Context: an optimization exercise on an open-source flow, tuned for small area, a short achievable clock period and few clock cycles. The choices shown serve that exercise and are no tape-out recipe. In this exercise RTL edits were held to simulation tests only and were not proved equivalent to the original. No activity file was given, so power comes from the tool's default toggle rates.

===== flow/config.mk =====
export PLATFORM = sky130hd
export DESIGN_NAME = bitsync_decoder
export DESIGN_NICKNAME = bitsync_decoder
export VERILOG_FILES = /design/flow/design.v
export SDC_FILE = /design/flow/constraint.sdc
export NUM_CORES = 4
export LEC_CHECK = 0
export CAP_MARGIN = 20
export CORE_MARGIN = 2
export CORE_UTILIZATION = 73
export PLACE_DENSITY = 0.82
export SLEW_MARGIN = 20

===== flow/constraint.sdc =====
create_clock -name core_clock -period 17.0 [get_ports {clk}]
set_input_delay 3.4000 -clock core_clock [delete_from_list [all_inputs] [get_ports {clk}]]
set_output_delay 3.4000 -clock core_clock [all_outputs]
set_load 0.01 [all_outputs]

===== flow/design.v =====
module bitsync_decoder (
    input  wire         clk,
    input  wire         rst,
    input  wire         ev_valid,
    input  wire         ev_resync,
    input  wire         ev_feed,
    input  wire         ev_bit,
    output wire         ev_ready,
    input  wire         forward_invalid,
    output wire         out_valid,
    output wire         out_record,
    output wire         out_crc_ok,
    output reg  [3:0]   out_kind,
    output wire [287:0] out_msg,
    output wire [15:0]  out_crc_calc,
    output wire [15:0]  out_crc_rx,
    output reg  [31:0]  cnt_attempt,
    output reg  [31:0]  cnt_pass,
    output reg  [31:0]  cnt_abandon
);
    reg         sync;
    reg  [4:0]  cnt5;       
    reg         par;        
    reg  [31:0] gb;         
    reg         fe;         
    reg  [3:0]  kf;         
    reg         sv;         
    reg  [1:0]  rsym;
    reg  [4:0]  ngrp;       
    reg  [2:0]  rel  [0:7];
    reg  [28:0] hist [0:7];   
    reg         e1, fin1, ov;
    reg  [4:0]  e1_idx;
    reg  [255:0] msg;       
    reg  [15:0] crc;
    reg         ok_r, rec_r;
    integer s;
    reg         rdy, i_acc, i_rs, i_fd, i_bit;
    assign ev_ready = rdy;
    always @(posedge clk) begin
        if (rst) begin
            rdy   <= 1'b1;
            i_acc <= 1'b0;
        end else begin
            rdy   <= ~(ev_valid & rdy & ev_resync);
            i_acc <= ev_valid & rdy;
        end
        i_rs  <= ev_resync;
        i_fd  <= ev_feed;
        i_bit <= ev_bit;
    end
    wire        acc      = i_acc;
    wire        hunt_eff = i_rs | ~sync;
    wire        abandon  = acc & i_rs & sync;
    wire        lk_feed  = acc & i_fd & ~hunt_eff;
    wire        last_grp = (ngrp == 5'd17);
    wire        grp_done = lk_feed & (cnt5 == 5'd31);
    wire        abort    = abandon & ~(last_grp & (fe | sv));
    wire [3:0]  jst = i_rs ? 4'd0 : cnt5[3:0];
    reg  [4:0]  kmp;
    always @* begin
        case (jst)
            4'd0:  kmp = i_bit ? 5'd1  : 5'd0;
            4'd1:  kmp = i_bit ? 5'd2  : 5'd0;
            4'd2:  kmp = i_bit ? 5'd2  : 5'd3;
            4'd3:  kmp = i_bit ? 5'd4  : 5'd0;
            4'd4:  kmp = i_bit ? 5'd2  : 5'd5;
            4'd5:  kmp = i_bit ? 5'd1  : 5'd6;
            4'd6:  kmp = i_bit ? 5'd7  : 5'd0;
            4'd7:  kmp = i_bit ? 5'd8  : 5'd0;
            4'd8:  kmp = i_bit ? 5'd9  : 5'd3;
            4'd9:  kmp = i_bit ? 5'd2  : 5'd10;
            4'd10: kmp = i_bit ? 5'd4  : 5'd11;
            4'd11: kmp = i_bit ? 5'd12 : 5'd0;
            4'd12: kmp = i_bit ? 5'd2  : 5'd13;
            4'd13: kmp = i_bit ? 5'd1  : 5'd14;
            4'd14: kmp = i_bit ? 5'd1  : 5'd15;
            default: kmp = i_bit ? 5'd16 : 5'd0;
        endcase
    end
    always @(posedge clk) begin
        if (rst) begin
            sync <= 1'b0;
            cnt5 <= 5'd0;
            par  <= 1'b0;
        end else if (acc) begin
            if (i_fd & hunt_eff) begin
                sync <= (kmp == 5'd16);
                cnt5 <= (kmp == 5'd16) ? 5'd0 : kmp;
            end else if (i_rs) begin
                sync <= 1'b0;
                cnt5 <= 5'd0;
            end else if (lk_feed) begin
                cnt5 <= cnt5 + 5'd1;
                if (cnt5 == 5'd31) begin
                    par <= ~par;
                    if (last_grp)
                        sync <= 1'b0;
                end
            end
        end
    end
    wire [3:0] wm  = cnt5[4:1];
    wire [3:0] wsl = par ? {~wm[1:0], ~wm[3:2]} : wm;
    always @(posedge clk)
        if (lk_feed)
            gb[{wsl, ~cnt5[0]}] <= i_bit;
    wire [3:0] rsl = par ? {~kf[1:0], ~kf[3:2]} : kf;
    always @(posedge clk)
        rsym <= {gb[{rsl, 1'b1}], gb[{rsl, 1'b0}]};
    always @(posedge clk) begin
        if (rst) begin
            fe   <= 1'b0;
            sv   <= 1'b0;
            kf   <= 4'd0;
            ngrp <= 5'd0;
        end else begin
            sv <= fe & ~abort;
            if (abort) begin
                fe   <= 1'b0;
                ngrp <= 5'd0;
            end else begin
                if (grp_done) begin
                    fe <= 1'b1;
                    kf <= 4'd0;
                end else if (fe) begin
                    kf <= kf + 4'd1;
                    if (kf == 4'd15)
                        fe <= 1'b0;
                end
                if (sv && kf == 4'd0)
                    ngrp <= last_grp ? 5'd0 : ngrp + 5'd1;
            end
        end
    end
    wire        early = (ngrp == 5'd0) && (kf == 4'd1 || kf == 4'd2 || kf == 4'd3);
    function [2:0] sat7;
        input [2:0] r;
        input [1:0] d;
        reg   [3:0] t;
        begin
            t    = {1'b0, r} + {2'b00, d};
            sat7 = t[3] ? 3'd7 : t[2:0];
        end
    endfunction
    reg  [2:0]  ra, rb;
    reg  [2:0]  a0, a1, a2, b0, b1, b2;
    reg         c0, c1, c2;
    reg  [1:0]  e0;
    reg         x0, x2;
    reg  [7:0]  dec;
    reg  [2:0]  cand   [0:7];
    reg  [2:0]  rel_nx [0:7];
    reg         z_even, z_odd, delta;
    integer j;
    always @* begin
        for (j = 0; j < 4; j = j + 1) begin
            ra = rel[j];
            rb = rel[j + 4];
            a0 = ra;  a1 = sat7(ra, 2'd1);  a2 = sat7(ra, 2'd2);
            b0 = rb;  b1 = sat7(rb, 2'd1);  b2 = sat7(rb, 2'd2);
            c0 = ~early & ~(a0 <= b2);
            c1 = ~early & ~(a1 <= b1);
            c2 = ~early & ~(a2 <= b0);
            e0 = {j[1] ^ j[2], j[0] ^ j[1] ^ j[2]};
            x0 = (rsym == e0);
            x2 = (rsym == ~e0);
            dec[2*j]     = x0 ? c0 : x2 ? c2 : c1;
            dec[2*j + 1] = x0 ? c2 : x2 ? c0 : c1;
            cand[2*j]     = dec[2*j]     ? (x0 ? b2 : x2 ? b0 : b1) : (x0 ? a0 : x2 ? a2 : a1);
            cand[2*j + 1] = dec[2*j + 1] ? (x0 ? b0 : x2 ? b2 : b1) : (x0 ? a2 : x2 ? a0 : a1);
        end
        z_even = (rel[0] == 3'd0) | (rel[2] == 3'd0) | (rel[4] == 3'd0) | (rel[6] == 3'd0);
        z_odd  = (rel[1] == 3'd0) | (rel[3] == 3'd0) | (rel[5] == 3'd0) | (rel[7] == 3'd0);
        delta  = (rsym[1] ^ rsym[0]) ? ~z_odd : ~z_even;
        for (s = 0; s < 8; s = s + 1)
            rel_nx[s] = cand[s] - {2'b00, delta};
    end
    wire init_cost = sync & (ngrp == 5'd0) & ~fe & ~sv;
    reg [28:0] hist_d [0:7];
    always @* begin
        for (s = 0; s < 8; s = s + 1)
            hist_d[s] = ({29{sv & ~dec[s]}} & {hist[s >> 1][27:0], 1'b0})
                      | ({29{sv &  dec[s]}} & {hist[(s >> 1) + 4][27:0], 1'b1})
                      | ({29{~sv}} & hist[s]);
    end
    always @(posedge clk)
        for (s = 0; s < 8; s = s + 1)
            hist[s] <= hist_d[s];
    always @(posedge clk) begin
        if (sv) begin
            for (s = 0; s < 8; s = s + 1)
                rel[s]  <= rel_nx[s];
        end else if (init_cost) begin
            for (s = 0; s < 8; s = s + 1)
                rel[s] <= (s == 0) ? 3'd0 : 3'd7;
        end
    end
    wire em15 = sv & (kf == 4'd0) & (ngrp != 5'd0) & ~last_grp;
    wire em7  = sv & (kf == 4'd8) & (ngrp >= 5'd2);
    wire [4:0] g2 = {ngrp[3:0], 1'b0};
    reg [2:0] amin;
    always @* begin
        amin = 3'd0;
        for (s = 7; s >= 0; s = s - 1)
            if (rel[s] == 3'd0)
                amin = s[2:0];
    end
    wire [2:0] sel = (e1_idx == 5'd31) ? 3'd0 : amin;
    reg [7:0] wsm;
    always @* begin
        case (e1_idx)
            5'd0:  wsm = 8'hff; 5'd1:  wsm = 8'he1; 5'd2:  wsm = 8'h1d; 5'd3:  wsm = 8'h9a;
            5'd4:  wsm = 8'hed; 5'd5:  wsm = 8'h85; 5'd6:  wsm = 8'h33; 5'd7:  wsm = 8'h24;
            5'd8:  wsm = 8'hea; 5'd9:  wsm = 8'h7a; 5'd10: wsm = 8'hd2; 5'd11: wsm = 8'h39;
            5'd12: wsm = 8'h70; 5'd13: wsm = 8'h97; 5'd14: wsm = 8'h57; 5'd15: wsm = 8'h0a;
            5'd16: wsm = 8'h54; 5'd17: wsm = 8'h7d; 5'd18: wsm = 8'h2d; 5'd19: wsm = 8'hd8;
            5'd20: wsm = 8'h6d; 5'd21: wsm = 8'h0d; 5'd22: wsm = 8'hba; 5'd23: wsm = 8'h8f;
            5'd24: wsm = 8'h67; 5'd25: wsm = 8'h59; 5'd26: wsm = 8'hc7; 5'd27: wsm = 8'ha2;
            5'd28: wsm = 8'hbf; 5'd29: wsm = 8'h34; 5'd30: wsm = 8'hca; default: wsm = 8'h18;
        endcase
    end
    wire [7:0] byte_e = hist[sel][28:21] ^ wsm;    
    reg [15:0] crc_in, crc_nx;
    integer ci;
    always @* begin
        crc_in = (e1_idx == 5'd0) ? 16'hFFFF : crc;
        crc_nx = crc_in;
        for (ci = 7; ci >= 0; ci = ci - 1) begin
            if (crc_nx[15] ^ byte_e[ci])
                crc_nx = {crc_nx[14:0], 1'b0} ^ 16'h8005;
            else
                crc_nx = {crc_nx[14:0], 1'b0};
        end
    end
    wire [31:0] tail = {hist[0], 3'b000} ^ 32'h305393df;
    wire [15:0] rx   = tail[31:16];
    wire        ok   = (crc == rx);
    always @(posedge clk) begin
        if (rst) begin
            e1   <= 1'b0;
            fin1 <= 1'b0;
            ov   <= 1'b0;
        end else begin
            e1   <= em15 | em7;
            fin1 <= sv & (kf == 4'd0) & last_grp;
            ov   <= fin1;
        end
        e1_idx   <= em7 ? g2 - 5'd3 : g2 - 5'd2;
        if (e1) begin
            msg <= {msg[247:0], byte_e};
            crc <= crc_nx;
            if (e1_idx == 5'd4)
                out_kind <= kind;
        end
        if (fin1) begin
            ok_r  <= ok;
            rec_r <= ok | forward_invalid;
        end
    end
    always @(posedge clk) begin
        if (rst) begin
            cnt_attempt <= 32'd0;
            cnt_pass    <= 32'd0;
            cnt_abandon <= 32'd0;
        end else begin
            if (fin1) begin
                cnt_attempt <= cnt_attempt + 32'd1;
                if (ok)
                    cnt_pass <= cnt_pass + 32'd1;
            end
            if (abandon)
                cnt_abandon <= cnt_abandon + 32'd1;
        end
    end
    assign out_valid    = ov;
    assign out_crc_ok   = ok_r;
    assign out_record   = rec_r;
    assign out_crc_calc = crc;
    assign out_crc_rx   = rx;
    assign out_msg      = {msg, tail};
    reg [3:0] kind;
    always @* begin
        case (byte_e)
            8'h01, 8'h02, 8'h03: kind = 4'd1;    
            8'h04:               kind = 4'd2;    
            8'h05:               kind = 4'd3;    
            8'h06:               kind = 4'd4;    
            8'h07:               kind = 4'd5;    
            8'h08, 8'h12:        kind = 4'd6;    
            8'h09, 8'h15:        kind = 4'd7;    
            8'h0A:               kind = 4'd8;    
            8'h0B:               kind = 4'd9;    
            8'h10, 8'h11:        kind = 4'd10;   
            8'h13, 8'h14:        kind = 4'd11;   
            default:             kind = 4'd0;    
        endcase
    end
endmodule

===== flow/flow/run.sh =====
#!/bin/bash
# Standard ORFS layout with two changes: the port buffers are plain sky130
# buffers (sky130_fd_sc_hd__buf_1) instead of the delay buffer buffer_ports
# picks, and clock tree synthesis clusters sinks (-sink_clustering_size 24 -sink_clustering_max_diameter 70) per
# leaf buffer and adds no dummy loads.
set -euo pipefail
export BUFFER_PORTS_ARGS="-buffer_cell sky130_fd_sc_hd__buf_1"
export CTS_ARGS="-sink_clustering_enable -repair_clock_nets -sink_clustering_size 24 -sink_clustering_max_diameter 70 -dont_use_dummy_load"
bash standard.sh > standard_flow.log 2>&1

===== flow/standard.sh =====
#!/bin/bash
# synth_recipe.tcl (not shown) runs the flow's synth.tcl, then flattens the netlist and writes it again
# the make line also repeats each setting of config.mk as NAME=value (left out here)
make -C /OpenROAD-flow-scripts/flow DESIGN_CONFIG=/design/flow/config.mk WORK_HOME=/design/flow/orfs CLKGATE_MAP_FILE= SYNTH_SCRIPT=/design/flow/synth_recipe.tcl "${@:-finish}"

==> run notes, run 1 <==
- Outcome: finished clean
- CTS buffer count: 40
- Asr flop ratio synth: 0%
- Starting Density: 73.9%
- Crit path buffers/inverters: 1
- Die area: 0.0452 mm2
- Reg2reg end: crc[0]
- Worst ir drop on vdd: 0.100 mV
- ANT cells: 0
- WL/cell: 20.9 um
- Reg2reg path depth: 12
- Slew Limit Fails: 0
- Seq/Total Area, Yosys: 54.9%
- Post-cts resize count: 0
- Leakage: 12.9 nW
- Arr. time, crit path: 1.59 ns
- CORE AREA: 0.0430 mm2
- Share of post-route cells with drive strength above 1: 4.62%
- Fillers: 2685
- Vias in the first global route: 22500
- Final #Nets: 3462
- Post-layout util: 80.5%
- First-pass GRT wire length: 124000 um
- Setup ws final: 12.01 ns
- Max cap viols: 0
- Clock H-tree levels: 2
- Yosys Warn Count: 6
- Clock latency on the worst-skew pair: 0.61 ns
- Min cycle time layout: 4.99 ns
- Root Driver: clkbuf_16
- Worst-path maximum fanout: 7
- Largest net degree at the start of global routing: 307
- Max Fclk: 201 MHz
- DP Worst Slack: 12.19 ns
- Drt first pass iters: 8
- Iter 0 DRT Violations: 2431
- FP Rows: 76
- Worst hold margin: 0.430 ns
- I/O Buffers: 427
- EDFF count, synth: 334
- DP Wirelength: 57200 um
- Hold_buf cts: 0
- Total negative slack: 0 ns
- Total GRT Usage: 35.3%
- HP Class: flip-flop to flip-flop
- Gpl congestion: 0.982
- Routed WL: 82100 um
- Fin. Hold Viols: 0
- Critical Path Source Type: flip-flop
- Critical Path End: out_msg[30]
- Post-route ant nets: 0
- Synthesized cell area: 0.0317 mm2
- Top Ports: 431
- Postcts setup bufs: 0
- Syn Area/Cell: 10.4 um2
- TritonCTS clock tree: yes
- Slew HR: 24.9%
- Met3 routed wirelength: 7570 um
- Slowest stage delay, CP: 0.67 ns
- Initial antenna violation count: 0
- Clock slew at reported path FFs: 0.09 ns
- Number of synthesized register bits: 703
- Grt total ovfl: 0
- RSZ-0062 raised after global routing: false
- Slowest CP cell: dfxtp_1
- DP Area: 0.0335 mm2
- WS Path Type: flip-flop to output port
- Area delta synth->final: 8.92%
- Die Y-Extent: 213 um
- CP required: 13.60 ns
- Die width: 213 um
- Area of the multi-input gates: 0.0132 mm2
- Fin crit share: 29.3%
- Number of remaining DRC errors: 0
- CP startpoint: hist[0][27]
- CP Cell Sequence: buf_1
- Post-Synthesis Cells: 3049
- Kind of end point of the critical path: output port
- Clock skew: 0.0504 ns
- Longest Clk Path Bufs: 3
- Final setup fails: 0
- FF+latch area: 0.0174 mm2
- Dominant synthesized flop cell: dfxtp_1
- Distinct cell type count after synthesis: 79
- Uppermost routed layer: met4
- CTS Sinks: 703
- Power per cell area: 91.5 mW/mm2
- Via count: 24200
- Final instance area: 0.0346 mm2
- Met1 Wirelength: 31500 um
- CP Depth: 1
- Worst r2r src: rel[6][0]
- CP top delay family: flip-flops
- Via density: 6.13
- Flop2flop setup slack: 12.21 ns
- Met2 wire length: 38200 um
- Slew @ Worst Pin: 1.13 ns
-- metrics by stage --
| stage | total power, mW | cells |
|---|---|---|
| 3_3_place_gp | 2.23 | 3897 |
| 6_report | 3.16 | 3938 |
| 5_1_grt | 3.27 | 3938 |
| 3_5_place_dp | 2.25 | 3897 |
| 4_1_cts | 3.17 | 3937 |
| 2_1_floorplan | 2.18 | 3051 |
-- cell type report --
class	instances	area share, %
inverter	92	0.999
clock buffer	40	2.89
tap	585	2.12
multi-input combinational	2066	38.3
sequential	703	50.4
timing repair buffer	452	5.34
-- cell usage in the layout, fill, tap and decap left out, types with 25 or more instances in the layout --
| cell type | instances |
|---|---|
| xor2_1 | 77 |
| inv_1 | 90 |
| nand4_1 | 26 |
| and3_1 | 32 |
| nand2_1 | 189 |
| mux2i_1 | 213 |
| mux2_2 | 25 |
| buf_1 | 426 |
| xnor2_1 | 60 |
| edfxtp_1 | 334 |
| nor2_1 | 471 |
| dfxtp_1 | 367 |
| clkbuf_16 | 40 |
| ha_1 | 100 |
| o21ai_0 | 116 |
| a21oi_1 | 377 |
| nor2b_1 | 33 |
| nand3_1 | 54 |
-- registers in the layout, summed over array words and instances (netlist names), 2 cells and up --
name / cells
e1_idx: 5
ngrp: 5
rsym: 2
gb: 32
crc: 16
wsm: 8
msg: 256
rel: 24
cnt_abandon: 32
cnt_pass: 32
hist: 232
kf: 4
cnt_attempt: 32
cnt5: 5
out_kind: 4
-- cell usage after synthesis (5+ instances only) --
cell type | count | area (um2)
o22ai_1 | 13 | 81.3
buf_2 | 6 | 30.0
buf_1 | 5 | 18.8
ha_1 | 100 | 1250
and2_1 | 8 | 50.1
nand3_1 | 54 | 270
a221oi_1 | 7 | 61.3
nor3_1 | 19 | 95.1
xnor2_1 | 60 | 526
nor4_1 | 7 | 43.8
a31oi_1 | 11 | 68.8
a22o_1 | 8 | 70.1
inv_1 | 90 | 338
nand4_1 | 26 | 163
buf_4 | 39 | 293
and4_1 | 8 | 70.1
edfxtp_1 | 334 | 10000
or2_2 | 13 | 81.3
o31ai_1 | 9 | 67.6
mux2_2 | 25 | 282
nor2_1 | 473 | 1780
a32oi_1 | 8 | 70.1
o21ai_0 | 117 | 586
or3_1 | 22 | 138
nor2b_1 | 33 | 206
nand2b_1 | 14 | 87.6
mux2i_1 | 213 | 2130
a211oi_1 | 23 | 173
o211ai_1 | 21 | 158
a21o_1 | 11 | 82.6
and3_1 | 32 | 200
clkbuf_1 | 135 | 507
a21oi_1 | 378 | 1890
nand2_1 | 189 | 709
a311oi_1 | 6 | 52.6
buf_6 | 5 | 56.3
dfxtp_1 | 369 | 7390
xor2_1 | 77 | 674
mux4_2 | 9 | 203
-- power breakdown --
part / switching, mW / internal [mW] / leakage, nW / total (mW)
combinational: 0.154 / 0.116 / 6.39 / 0.270
clock: 0.520 / 0.420 / 0.493 / 0.940
sequential: 0.0963 / 1.86 / 6.04 / 1.95
-- worst min-delay path by stage --
stage / startpoint / to / slack [ns] / cells after the start
CTS: msg[24] / msg[32] / 0.43 / 0
floorplan: hist[5][28] / hist[5][28] / 0.45 / 2
finish: msg[24] / msg[32] / 0.43 / 0
global route: msg[24] / msg[32] / 0.44 / 0
detailed placement: msg[176] / msg[184] / 0.43 / 0
global placement: msg[15] / msg[23] / 0.43 / 0
-- routing by layer --
metal	GRT usage [%]	up-vias
li1	-	11300
met1	44.4	11400
met2	56.2	1124
met3	8.63	258
met4	19.9	0
met5	0	-
-- cell families (layout without fill, tap and decap cells) --
family	count (synthesis)	count (layout)	synth area share [%]
multiplexers	247	247	8.24
flip-flops	703	703	54.9
AO/OA/AOI/OAI	653	653	11.8
other	1	3	0.0118
XOR/XNOR	147	147	4.39
buffers and inverters	282	584	3.94
AND/OR/NAND/NOR	916	916	12.8
adder cells (fa/ha/maj)	100	100	3.94
-- worst register-to-register path, cell delays in order, from the launching register on --
cell and delay [ns]:
edfxtp_1 0.50, inv_1 0.16, ha_1 0.18, nor2b_1 0.31, nor4_2 0.10, nor3_2 0.81
nand2_1 0.26, o32ai_1 0.26, o32ai_2 0.17, xnor2_1 0.71, xnor3_1 0.55, xnor3_2 0.42
xnor2_1 0.15
Testbench counts, summed over its fixed seeds: cycles 39,048.
==> run 2, diff against run 1 <==
--- a/flow/design.v
+++ b/flow/design.v
@@ -237,2 +237,3 @@
     wire [15:0] rx   = tail[31:16];
+    reg  [15:0] rx_r;       
     wire        ok   = (crc == rx);
@@ -256,2 +257,3 @@
         if (fin1) begin
+            rx_r  <= rx;
             ok_r  <= ok;
@@ -279,4 +281,4 @@
     assign out_crc_calc = crc;
-    assign out_crc_rx   = rx;
-    assign out_msg      = {msg, tail};
+    assign out_crc_rx   = rx_r;
+    assign out_msg      = {msg, rx_r, tail[15:0]};
     reg [3:0] kind;
--- a/flow/flow/run.sh
+++ b/flow/flow/run.sh
@@ -3,3 +3,3 @@
 # buffers (sky130_fd_sc_hd__buf_1) instead of the delay buffer buffer_ports
-# picks, and clock tree synthesis clusters sinks (-sink_clustering_size 24 -sink_clustering_max_diameter 70) per
+# picks, and clock tree synthesis clusters up to 24 sinks within 70 um per
 # leaf buffer and adds no dummy loads.
--- a/flow/config.mk
+++ b/flow/config.mk
@@ -9,4 +9,4 @@
 export CORE_MARGIN = 2
-export CORE_UTILIZATION = 73
-export PLACE_DENSITY = 0.82
+export CORE_UTILIZATION = 70
+export PLACE_DENSITY = 0.8
 export SLEW_MARGIN = 20
==> run 2 against run 1 <==
Net effect: still clean; register-to-register slack improved by 0.12 ns; synthesized cell count is essentially flat; setup slack improved by 0.20 ns; final area grew 1.6%; sequential power rose by 2%; synthesized area is 1.3% higher; largest cell class unchanged.
==> run notes, run 2 <==
- Outcome: finished clean
- Dominant synthesized flop cell: dfxtp_1
- WL/cell: 20.5 um
- Seq/Total Area, Yosys: 55.6%
- Power per cell area: 91.0 mW/mm2
- Clock H-tree levels: 2
- Vias in the first global route: 22300
- Via density: 6.07
- Die width: 218 um
- ANT cells: 0
- Number of synthesized register bits: 719
- Worst-path maximum fanout: 2
- Top Ports: 431
- DP Wirelength: 58300 um
- Hold_buf cts: 0
- Post-route ant nets: 0
- Slew HR: 24.4%
- WS Path Type: flip-flop to output port
- I/O Buffers: 427
- Most frequent cells in the layout: 472 x nor2_1, 426 x buf_1, 374 x a21oi_1, 367 x dfxtp_1, 350 x edfxtp_1
- Die Y-Extent: 218 um
- HP Class: flip-flop to flip-flop
- Post-synth top area cell: edfxtp_1
- Commonest non-fill, non-tap cell in the layout: nor2_1
- Asr flop ratio synth: 0%
- Final setup fails: 0
- Largest net degree at the start of global routing: 119
- DP Area: 0.0341 mm2
- Clock latency on the worst-skew pair: 0.60 ns
- Clock skew: 0.0496 ns
- Top-count cell post-synth: nor2_1
- Post-cts resize count: 0
- Clock slew at reported path FFs: 0.09 ns
- Distinct cell type count after synthesis: 82
- Arr. time, crit path: 1.39 ns
- Syn Area/Cell: 10.6 um2
- Yosys Warn Count: 6
- Area delta synth->final: 9.18%
- Worst ir drop on vdd: 0.110 mV
- Root Driver: clkbuf_16
- EDFF count, synth: 350
- Slowest stage delay, CP: 0.59 ns
- Die area: 0.0477 mm2
- RSZ-0062 raised after global routing: false
- Max Fclk: 209 MHz
- Longest Clk Path Bufs: 3
- CORE AREA: 0.0454 mm2
- Starting Density: 70.9%
- Critical Path Source Type: flip-flop
- Fin. Hold Viols: 0
- Iter 0 DRT Violations: 2367
- First-pass GRT wire length: 124000 um
- CP required: 13.60 ns
- Min cycle time layout: 4.79 ns
- Post-Synthesis Cells: 3048
- Grt total ovfl: 0
- Slew Limit Fails: 0
- Postcts setup bufs: 0
- Final #Nets: 3474
- Routed WL: 81200 um
- Leakage: 13.1 nW
- TritonCTS clock tree: yes
- Total negative slack: 0 ns
- Largest regs: msg: 256 flops, hist: 232 flops
- Initial antenna violation count: 0
- CP Cell Sequence: buf_1
- Number of remaining DRC errors: 0
- Fin crit share: 28.2%
- CP top delay family: flip-flops
- Drt first pass iters: 5
- Total GRT Usage: 33.0%
- Area share of the largest cell type after synthesis: 32.7%
- Largest register FFs: 256
- Reg with most FFs: msg
- CTS Sinks: 719
- Final instance area: 0.0351 mm2
- Synthesized cell area: 0.0322 mm2
- Gpl congestion: 0.912
- Area contributors post-synth: edfxtp_1 33%, dfxtp_1 23%, mux2i_1 7.0%
- FP Rows: 78
- Via count: 24100
- CTS buffer count: 39
- Slew @ Worst Pin: 1.13 ns
- Share of post-route cells with drive strength above 1: 4.73%
- Crit path buffers/inverters: 1
- Kind of end point of the critical path: output port
- Slowest CP cell: edfxtp_1
- Max cap viols: 0
- Most frequent cells after synthesis: 473 x nor2_1, 374 x a21oi_1, 369 x dfxtp_1
==> run 2: cell type report <==
type	count	area, um2
Inverter	89	334
Multi-Input combinational cell	2058	13300
Timing Repair Buffer	460	1890
Tap cell	600	751
Clock buffer	39	976
Fill cell	3083	10300
Sequential cell	719	17900
==> run 2: path summary, 6_finish.rpt <==
check / end / cells after the start / slack, ns / from
worst min-delay path: msg[77] / 0 / 0.44 / msg[69]
worst max-delay path: out_msg[69] / 1 / 12.21 / msg[37]
worst min register to register: msg[77] / 0 / 0.44 / msg[69]
worst max register to register: crc[15] / 13 / 12.33 / rel[3][1]
==> run 2: where the power goes <==
group          switching (mW)  leakage [nW]  internal [mW]  total, mW
sequential             0.0897          6.18           1.90       1.99
combinational           0.147          6.48          0.121      0.268
clock                   0.526         0.481          0.410      0.936
total                   0.762          13.1           2.43       3.20
==> run 2: through the flow <==
stage	cells	total power [mW]	hold slack (ns)	util, %	setup WS (ns)
after floorplan	3050	2.21	0.451	-	9.56
after global placement	3924	2.27	0.427	75.1	12.23
after detailed placement	3924	2.29	0.430	75.1	12.17
after CTS	3963	3.20	0.446	77.3	12.20
after global routing	3965	3.31	0.459	77.4	11.97
final	3965	3.20	0.441	77.4	12.21
==> run 2: worst reg2reg max path, delay by kind of cell, from the launching register on <==
family | cells | cell delay [ns]
compound gates | 4 | 1.03
simple gates | 2 | 0.67
xor+xnor | 5 | 1.87
fa+ha+maj | 1 | 0.15
flops | 1 | 0.54
buf+inv | 1 | 0.17
==> run 2: metal layers <==
metal | vias up | wire length [um] | GRT usage [%]
met2 | 935 | 39000 | 54.5
li1 | 11400 | - | -
met1 | 11600 | 33400 | 43.5
met4 | 0 | 3480 | 13.6
met5 | - | 0 | 0
met3 | 180 | 5310 | 5.57
==> run 2: cell families (layout without fill, tap and decap cells) <==
family / Yosys count / in the layout / synth area share (%)
muxes: 261 / 261 / 8.58
adders and majority gates: 100 / 100 / 3.89
other: 1 / 3 / 0.0117
xor gates and xnor gates: 146 / 146 / 4.34
buffers and inverters: 273 / 588 / 3.57
DFF: 719 / 719 / 55.6
and+or+nand+nor: 909 / 909 / 12.5
AOI/OAI and AO/OA: 639 / 639 / 11.5
Testbench counts of run 2, summed over its fixed seeds: cycles 39,048.
==> run 3, diff against run 2 <==
--- a/flow/design.v
+++ b/flow/design.v
@@ -237,3 +237,2 @@
     wire [15:0] rx   = tail[31:16];
-    reg  [15:0] rx_r;       
     wire        ok   = (crc == rx);
@@ -257,3 +256,2 @@
         if (fin1) begin
-            rx_r  <= rx;
             ok_r  <= ok;
@@ -281,4 +279,4 @@
     assign out_crc_calc = crc;
-    assign out_crc_rx   = rx_r;
-    assign out_msg      = {msg, rx_r, tail[15:0]};
+    assign out_crc_rx   = rx;
+    assign out_msg      = {msg, tail};
     reg [3:0] kind;
==> flow/flow/run.sh (replaced) <==
#!/bin/bash
# Standard ORFS layout with two changes: the port buffers are plain sky130
# buffers (sky130_fd_sc_hd__buf_1) instead of the delay buffer buffer_ports
# picks, and clock tree synthesis clusters sinks (-sink_clustering_size 30 -sink_clustering_max_diameter 80) per
# leaf buffer and adds no dummy loads.
set -euo pipefail
export BUFFER_PORTS_ARGS="-buffer_cell sky130_fd_sc_hd__buf_1"
export CTS_ARGS="-sink_clustering_enable -repair_clock_nets -sink_clustering_size 30 -sink_clustering_max_diameter 80 -dont_use_dummy_load"
bash standard.sh > standard_flow.log 2>&1
==> run 3 against run 2 <==
Net effect: critical endpoint is now out_msg[26]; hold slack got worse by 0.0077 ns; core utilization down 1.2 points; sequential power fell by 2%; final area shrank 2.2%; via count down 0.20%; critical path type unchanged; wire length decreased by 1.6%; still clean; synthesized cell count is essentially flat; critical path depth is the same; count of clock-buffer cells in the layout shrank 8.
==> run notes, run 3 <==
- WS Path Type: flip-flop to output port
- Share of post-route cells with drive strength above 1: 4.42%
- Largest family of logic cells by synthesized area: simple AND/OR/NAND/NOR gates
- Die area: 0.0471 mm2
- HP Class: flip-flop to flip-flop
- CTS buffer count: 31
- Top-count cell post-synth: nor2_1
- Area share of the largest cell type after synthesis: 31.6%
- Worst-path maximum fanout: 7
- Gpl congestion: 0.923
- Starting Density: 70.4%
- Gr busiest metal: met2
- Worst ir drop on vdd: 0.0980 mV
- Gate power share: 8.8%
- Dominant synthesized flop cell: dfxtp_1
- CORE AREA: 0.0451 mm2
- WL/cell: 20.2 um
- CTS Sinks: 703
- Arr. time, crit path: 1.53 ns
- Largest register FFs: 256
- RSZ-0062 raised after global routing: false
- Seq/Total Area, Yosys: 54.9%
- Clock skew: 0.0837 ns
- Post-synth top area cell: edfxtp_1
- Compound-Gate Fraction of Synth Area: 11.8%
- GRT met3 Usage: 4.54%
- CP required: 13.60 ns
- Post-route ant nets: 0
- EDFF count, synth: 334
- Total negative slack: 0 ns
- Post-Synth XOR/XNOR Area: 4.39%
- Grt total ovfl: 0
- Fin crit share: 29.0%
- Die width: 217 um
- Area delta synth->final: 8.21%
- Multiplexer share of the synthesized area: 8.24%
- Area of the multi-input gates: 0.0132 mm2
- Leakage: 12.8 nW
- Final setup fails: 0
- Net switching power: 0.736 mW
- Via density: 6.08
- Post-layout util: 76.2%
- Crit path buffers/inverters: 1
- Slew Limit Fails: 0
- Final #Nets: 3456
- Placed cells: 3916
- Sw Share: 24.3%
- Clock slew at reported path FFs: 0.10 ns
- FP Rows: 78
- Asr flop ratio synth: 0%
- Most frequent cells after synthesis: 473 x nor2_1, 378 x a21oi_1, 369 x dfxtp_1
- Slowest stage delay, CP: 0.69 ns
- Largest net degree at the start of global routing: 218
- Clock H-tree levels: 1
- Yosys Warn Count: 6
- Fillers: 3137
- Min cycle time layout: 4.93 ns
- Drt first pass iters: 6
- TritonCTS clock tree: yes
- Internal: 2.30 mW
- Simple-Gate Fraction of Synth Area: 12.8%
- Power per cell area: 88.3 mW/mm2
- Met2 usage in global routing: 54.4%
- Slowest CP cell: dfxtp_1
- Routed WL: 79900 um
- Number of synthesized register bits: 703
- Slew @ Worst Pin: 1.08 ns
- Total GRT Usage: 32.9%
- Top Ports: 431
- DP Worst Slack: 12.18 ns
- CP top delay family: flip-flops
- Via count: 24000
- FF+latch area: 0.0174 mm2
- DP Area: 0.0336 mm2
- Initial antenna violation count: 0
- Distinct cell type count after synthesis: 79
- Hold_buf cts: 0
- Postcts setup bufs: 0
- CP Cell Sequence: buf_1
- Final std cells w/o fill: 3948
- Critical Path Source Type: flip-flop
- Syn Area/Cell: 10.4 um2
- Kind of end point of the critical path: output port
- Iter 0 DRT Violations: 2507
- DP Wirelength: 55800 um
- Final instance area: 0.0344 mm2
- Area contributors post-synth: edfxtp_1 32%, dfxtp_1 23%, mux2i_1 6.7%
- Max cap viols: 0
- Synthesized cell area: 0.0317 mm2
- Clock share of power: 26.9%
- Setup ws final: 12.07 ns
- Met1 GRT Util: 44.7%
- Most frequent cells in the layout: 471 x nor2_1, 426 x buf_1, 378 x a21oi_1, 367 x dfxtp_1, 334 x edfxtp_1
- Max Fclk: 203 MHz
- First-pass GRT wire length: 123000 um
- Synth Area in Adders: 3.94%
- Clock latency on the worst-skew pair: 0.64 ns
- Fin. Hold Viols: 0
- Commonest non-fill, non-tap cell in the layout: nor2_1
- Die Y-Extent: 217 um
- Root Driver: clkbuf_16
- Number of remaining DRC errors: 0
- Worst hold margin: 0.433 ns
- Vias in the first global route: 21800
- Post-Synthesis Cells: 3049
- Largest regs: msg: 256 flops, hist: 232 flops
- Total chip power: 3.03 mW
- Reg with most FFs: msg
- Sequential power share: 64.3%
- Longest Clk Path Bufs: 3
- Outcome: finished clean
- Post-cts resize count: 0
- Slew HR: 27.8%
- I/O Buffers: 427
==> run 3: changes by cell type in the layout (fill, tap and decap cells not counted), sizes merged, moves of 6 or more <==
cell,change
o21ai,+6
edfxtp,-16
nor2b,+9
o211ai,+7
clkbuf,-8
nand2b,-6
mux2i,-11
==> run 3: final cells by class <==
type / count / share of cell area, %
repair buffers: 455 / 5.32
diodes: 1 / 0.00728
well taps: 600 / 2.19
flip-flops and latches: 703 / 50.7
inverters: 92 / 1.01
multi-input cells: 2066 / 38.5
clock buffers: 31 / 2.26
==> run 3: worst paths after layout <==
path,start,endpoint,slack [ns],cells past startpoint
setup / recovery,hist[0][23],out_msg[26],12.07,1
hold / removal,msg[5],msg[13],0.43,0
setup reg to reg,rel[6][1],crc[15],12.49,13
hold reg to reg,msg[5],msg[13],0.43,0
==> run 3: kinds of logic after synthesis <==
| group | count (synthesis) |
|---|---|
| AOI/OAI and AO/OA | 653 |
| xor gates and xnor gates | 147 |
| adders and majority gates | 100 |
| buffers and inverters | 282 |
| DFF | 703 |
| muxes | 247 |
| other | 1 |
| and+or+nand+nor | 916 |
==> run 3: power groups by stage <==
stage	clock, mW	combinational, mW	sequential [mW]
after CTS	0.827	0.267	1.95
final	0.816	0.268	1.95
after global routing	0.881	0.301	1.96
after global placement	0	0.253	1.98
after detailed placement	0	0.263	1.99
after floorplan	0	0.223	1.95
==> run 3: layer usage <==
layer | vias to the layer above | wire length [um]
met1 | 11500 | 33200
met5 | - | 0
met4 | 0 | 3250
met3 | 157 | 5620
li1 | 11300 | -
met2 | 1051 | 37800
Testbench counts of run 3, summed over its fixed seeds: cycles 39,048.
==> run 4, diff against run 3 <==
--- a/flow/design.v
+++ b/flow/design.v
@@ -31,4 +31,5 @@
     reg  [28:0] hist [0:7];   
-    reg         e1, fin1, ov;
-    reg  [4:0]  e1_idx;
+    reg         e1, e2, e2_first, fin1, ov;
+    reg  [4:0]  nbyte;      
+    reg  [7:0]  b_r;
     reg  [255:0] msg;       
@@ -151,3 +152,2 @@
     reg  [7:0]  dec;
-    reg  [2:0]  cand   [0:7];
     reg  [2:0]  rel_nx [0:7];
@@ -156,2 +156,5 @@
     always @* begin
+        z_even = (rel[0] == 3'd0) | (rel[2] == 3'd0) | (rel[4] == 3'd0) | (rel[6] == 3'd0);
+        z_odd  = (rel[1] == 3'd0) | (rel[3] == 3'd0) | (rel[5] == 3'd0) | (rel[7] == 3'd0);
+        delta  = (rsym[1] ^ rsym[0]) ? ~z_odd : ~z_even;
         for (j = 0; j < 4; j = j + 1) begin
@@ -169,10 +172,7 @@
             dec[2*j + 1] = x0 ? c2 : x2 ? c0 : c1;
-            cand[2*j]     = dec[2*j]     ? (x0 ? b2 : x2 ? b0 : b1) : (x0 ? a0 : x2 ? a2 : a1);
-            cand[2*j + 1] = dec[2*j + 1] ? (x0 ? b0 : x2 ? b2 : b1) : (x0 ? a2 : x2 ? a0 : a1);
+            a0 = a0 - {2'b00, delta};  a1 = a1 - {2'b00, delta};  a2 = a2 - {2'b00, delta};
+            b0 = b0 - {2'b00, delta};  b1 = b1 - {2'b00, delta};  b2 = b2 - {2'b00, delta};
+            rel_nx[2*j]     = dec[2*j]     ? (x0 ? b2 : x2 ? b0 : b1) : (x0 ? a0 : x2 ? a2 : a1);
+            rel_nx[2*j + 1] = dec[2*j + 1] ? (x0 ? b0 : x2 ? b2 : b1) : (x0 ? a2 : x2 ? a0 : a1);
         end
-        z_even = (rel[0] == 3'd0) | (rel[2] == 3'd0) | (rel[4] == 3'd0) | (rel[6] == 3'd0);
-        z_odd  = (rel[1] == 3'd0) | (rel[3] == 3'd0) | (rel[5] == 3'd0) | (rel[7] == 3'd0);
-        delta  = (rsym[1] ^ rsym[0]) ? ~z_odd : ~z_even;
-        for (s = 0; s < 8; s = s + 1)
-            rel_nx[s] = cand[s] - {2'b00, delta};
     end
@@ -200,3 +200,2 @@
     wire em7  = sv & (kf == 4'd8) & (ngrp >= 5'd2);
-    wire [4:0] g2 = {ngrp[3:0], 1'b0};
     reg [2:0] amin;
@@ -208,6 +207,6 @@
     end
-    wire [2:0] sel = (e1_idx == 5'd31) ? 3'd0 : amin;
+    wire [2:0] sel = (nbyte == 5'd31) ? 3'd0 : amin;
     reg [7:0] wsm;
     always @* begin
-        case (e1_idx)
+        case (nbyte)
             5'd0:  wsm = 8'hff; 5'd1:  wsm = 8'he1; 5'd2:  wsm = 8'h1d; 5'd3:  wsm = 8'h9a;
@@ -222,3 +221,2 @@
     end
-    wire [7:0] byte_e = hist[sel][28:21] ^ wsm;    
     reg [15:0] crc_in, crc_nx;
@@ -226,6 +224,6 @@
     always @* begin
-        crc_in = (e1_idx == 5'd0) ? 16'hFFFF : crc;
+        crc_in = e2_first ? 16'hFFFF : crc;
         crc_nx = crc_in;
         for (ci = 7; ci >= 0; ci = ci - 1) begin
-            if (crc_nx[15] ^ byte_e[ci])
+            if (crc_nx[15] ^ b_r[ci])
                 crc_nx = {crc_nx[14:0], 1'b0} ^ 16'h8005;
@@ -236,2 +234,3 @@
     wire [31:0] tail = {hist[0], 3'b000} ^ 32'h305393df;
+    reg  [31:3] tail_r;     
     wire [15:0] rx   = tail[31:16];
@@ -241,2 +240,3 @@
             e1   <= 1'b0;
+            e2   <= 1'b0;
             fin1 <= 1'b0;
@@ -245,2 +245,3 @@
             e1   <= em15 | em7;
+            e2   <= e1;
             fin1 <= sv & (kf == 4'd0) & last_grp;
@@ -248,10 +249,15 @@
         end
-        e1_idx   <= em7 ? g2 - 5'd3 : g2 - 5'd2;
-        if (e1) begin
-            msg <= {msg[247:0], byte_e};
+        if (init_cost)
+            nbyte <= 5'd0;
+        else if (e1)
+            nbyte <= nbyte + 5'd1;
+        b_r      <= hist[sel][28:21] ^ wsm;
+        e2_first <= (nbyte == 5'd0);
+        if (e2) begin
+            msg <= {msg[247:0], b_r};
             crc <= crc_nx;
-            if (e1_idx == 5'd4)
-                out_kind <= kind;
         end
         if (fin1) begin
+            tail_r   <= tail[31:3];
+            out_kind <= kind;
             ok_r  <= ok;
@@ -279,7 +285,7 @@
     assign out_crc_calc = crc;
-    assign out_crc_rx   = rx;
-    assign out_msg      = {msg, tail};
+    assign out_crc_rx   = tail_r[31:16];
+    assign out_msg      = {msg, tail_r, tail[2:0]};
     reg [3:0] kind;
     always @* begin
-        case (byte_e)
+        case (msg[223:216])
             8'h01, 8'h02, 8'h03: kind = 4'd1;    
==> flow/flow/run.sh (replaced) <==
#!/bin/bash
# Standard ORFS layout; only the port buffers are plain sky130 buffers
# (sky130_fd_sc_hd__buf_1) instead of the delay buffer buffer_ports picks.
set -euo pipefail
export BUFFER_PORTS_ARGS="-buffer_cell sky130_fd_sc_hd__buf_1"
bash standard.sh > standard_flow.log 2>&1
--- a/flow/config.mk
+++ b/flow/config.mk
@@ -9,4 +9,4 @@
 export CORE_MARGIN = 2
-export CORE_UTILIZATION = 70
-export PLACE_DENSITY = 0.8
+export CORE_UTILIZATION = 60
+export PLACE_DENSITY = 0.7
 export SLEW_MARGIN = 20
==> run 4 against run 3 <==
Net effect: sequential power grew 5%; clock skew shrank 0.065 ns; still clean; sequential share of layout area is 2.3 points lower; fmax down 2.6%; wire length rose by 8.0%; via count grew 2.6%; global-route usage decreased by 4.3 points; synthesized area is 6.1% higher; highest routed layer is now met5; register-to-register slack better by 0.63 ns; setup slack got worse by 0.13 ns.
==> run notes, run 4 <==
- Arr. time, crit path: 1.66 ns
- Drt first pass iters: 6
- Max Fclk: 198 MHz
- Most frequent cells after synthesis: 448 x nor2_1, 379 x dfxtp_1, 363 x edfxtp_1
- Postcts setup bufs: 0
- Die width: 241 um
- CTS buffer count: 77
- Final #Nets: 3592
- Fin. Hold Viols: 0
- Area delta synth->final: 13.5%
- Worst hold margin: 0.435 ns
- Root Driver: clkbuf_16
- Compound-Gate Fraction of Synth Area: 10.5%
- DP Area: 0.0356 mm2
- Top Ports: 431
- Fin crit share: 29.8%
- Clock slew at reported path FFs: 0.06 ns
- Seq/Total Area, Yosys: 54.9%
- Worst r2r src: rel[1][1]
- Worst-path maximum fanout: 4
- Synthesized cell area: 0.0337 mm2
- Slew Limit Fails: 0
- Hold_buf cts: 0
- Max cap viols: 0
- Die Y-Extent: 241 um
- Outcome: finished clean
- First-pass GRT wire length: 129000 um
- Longest Clk Path Bufs: 3
- Placed cells: 4122
- Post-route ant nets: 0
- CP top delay family: buffers and inverters
- Post-Synth XOR/XNOR Area: 4.68%
- Iter 0 DRT Violations: 2129
- ANT cells: 0
- Final instance area: 0.0382 mm2
- Yosys Warn Count: 5
- Most frequent cells in the layout: 447 x nor2_1, 426 x buf_1, 376 x dfxtp_1, 363 x edfxtp_1, 359 x a21oi_1
- Synth Area in Adders: 4.86%
- Distinct cell type count after synthesis: 82
- Clock share of power: 42.5%
- Critical Path Source Type: flip-flop
- Vias in the first global route: 22900
- Grt total ovfl: 0
- Leakage: 14.6 nW
- Worst ir drop on vdd: 0.0779 mV
- Initial antenna violation count: 2
- RSZ-0062 raised after global routing: false
- WL/cell: 20.2 um
- HP Start: wsm[2]
- CTS Sinks: 742
- Power per cell area: 105 mW/mm2
- Top-count cell post-synth: nor2_1
- FP Rows: 86
- Slew HR: 33.0%
- Clock skew: 0.0186 ns
- Crit path buffers/inverters: 1
- Min cycle time layout: 5.06 ns
- Total chip power: 4.03 mW
- Number of remaining DRC errors: 0
- Slowest CP cell: buf_1
- Simple-Gate Fraction of Synth Area: 12.1%
- Post-Synthesis Cells: 3093
- Multiplexer share of the synthesized area: 9.19%
- Area contributors post-synth: edfxtp_1 32%, dfxtp_1 23%, mux2i_1 7.8%
- Dominant synthesized flop cell: dfxtp_1
- Sequential power share: 51.0%
- Fillers: 4140
- Starting Density: 60.9%
- Routed WL: 86300 um
- Reg with most FFs: msg
- Slew @ Worst Pin: 1.00 ns
- Slowest stage delay, CP: 0.56 ns
- Via count: 24600
- HP Class: flip-flop to flip-flop
- Largest regs: msg: 256 flops, hist: 232 flops
- Clock H-tree levels: 3
- Area share of the largest cell type after synthesis: 32.3%
- WS Path Type: flip-flop to output port
- Gpl congestion: 0.870
- Kind of end point of the critical path: output port
- Final setup fails: 0
- Clock latency on the worst-skew pair: 0.64 ns
- Die area: 0.0581 mm2
- CP Cell Sequence: buf_1
- Asr flop ratio synth: 0%
- Internal: 3.08 mW
- Post-synth top area cell: edfxtp_1
- CP required: 13.60 ns
- Total negative slack: 0 ns
- Largest net degree at the start of global routing: 121
- Final std cells w/o fill: 4266
- Net switching power: 0.951 mW
- I/O Buffers: 427
- Gate power share: 6.5%
- Number of synthesized register bits: 742
- Via density: 5.77
- Commonest non-fill, non-tap cell in the layout: nor2_1
- Largest register FFs: 256
- Post-cts resize count: 0
- CORE AREA: 0.0553 mm2
- CP startpoint: crc[15]
- Total GRT Usage: 28.6%
- Syn Area/Cell: 10.9 um2
- Sw Share: 23.6%
- Largest family of logic cells by synthesized area: simple AND/OR/NAND/NOR gates
- Share of post-route cells with drive strength above 1: 6.57%
- EDFF count, synth: 363
- TritonCTS clock tree: yes
- DP Wirelength: 60800 um
run 4: cell count changes after synthesis, moves of 18 or more:
cell      before  now
nand2_1      189  128
mux2i_1      213  261
o21ai_0      117   75
clkbuf_1     135   98
ha_1         100  131
edfxtp_1     334  363
nor2_1       473  448
xor2_1        77  102
buf_6          5   26
a21oi_1      378  359
xnor2_1       60   78
run 4: final timing paths:
kind | endpoint | slack (ns) | cells past startpoint
worst max-delay path | out_crc_calc[15] | 11.94 | 1
worst min register to register | b_r[2] | 0.44 | 1
worst max register to register | rel[2][0] | 13.12 | 13
worst min-delay path | b_r[2] | 0.44 | 1
run 4: metrics by stage:
step                      util, %  setup slack (ns)
after floorplan                 -             10.10
after CTS                    69.1             11.93
final                        69.1             11.94
after global routing         69.1             11.90
after global placement       64.4             12.21
after detailed placement     64.4             12.17
run 4: final cells by class:
| class | count | area [um2] | share of cell area [%] |
|---|---|---|---|
| Inverter | 91 | 342 | 0.893 |
| Clock buffer | 104 | 2160 | 5.65 |
| Sequential cell | 742 | 18500 | 48.4 |
| Timing Repair Buffer | 455 | 1830 | 4.79 |
| Multi-Input combinational cell | 2087 | 14000 | 36.7 |
| Tap cell | 748 | 936 | 2.45 |
| Clock inverter | 39 | 454 | 1.19 |
run 4: power by group through the flow:
stage | clock network (mW) | registers, mW | logic (mW)
2_1_floorplan | 0 | 2.05 | 0.214
3_3_place_gp | 0 | 2.09 | 0.248
3_5_place_dp | 0 | 2.09 | 0.256
4_1_cts | 1.74 | 2.05 | 0.260
5_1_grt | 1.81 | 2.06 | 0.294
6_report | 1.71 | 2.05 | 0.261
run 4: layer usage:
layer  vias up  GRT usage, %  routed length, um
li1      11700             -                  -
met1     11900          38.9              37000
met2       820          45.2              39900
met3       158          5.59               6180
met4         4          11.6               3190
met5         -             0                 26
run 4: cell families (layout without fill, tap and decap cells):
logic type | count (synthesis) | after routing
compound gates | 599 | 599
xor+xnor | 180 | 180
fa+ha+maj | 131 | 131
buf+inv | 266 | 689
flops | 742 | 742
mux | 293 | 293
other cells | 1 | 3
simple gates | 881 | 881
Testbench counts of run 4, summed over its fixed seeds: cycles 39,048.

[what the ideal ports hide]
The flow's constraints put no driver on any port. The routed layouts listed below were extracted and timed again, unchanged, in two steps. Step 1 assumes that a clkbuf_16 drives the clock port and a buf_2 every other input. Step 2 adds t to the input delays and takes it off the output delays; t is the mean of the earliest and latest rising clock arrival at the registers after step 1. Input paths then give back, and output paths get back, about the clock's delay inside the block. Slacks: ideal ports / drivers / drivers and shift; pairs: ideal ports / drivers.
run	t, ns	setup WS [ns]	pins driven straight from the clock port
run 1	0.644	12.014 / 11.955 / 12.206	1
run 2	0.638	12.214 / 12.148 / 12.297	1
run 3	0.659	12.071 / 12.010 / 12.184	1
run 4	0.693	11.940 / 11.879 / 12.397	1
After both steps every run listed still meets setup and hold.
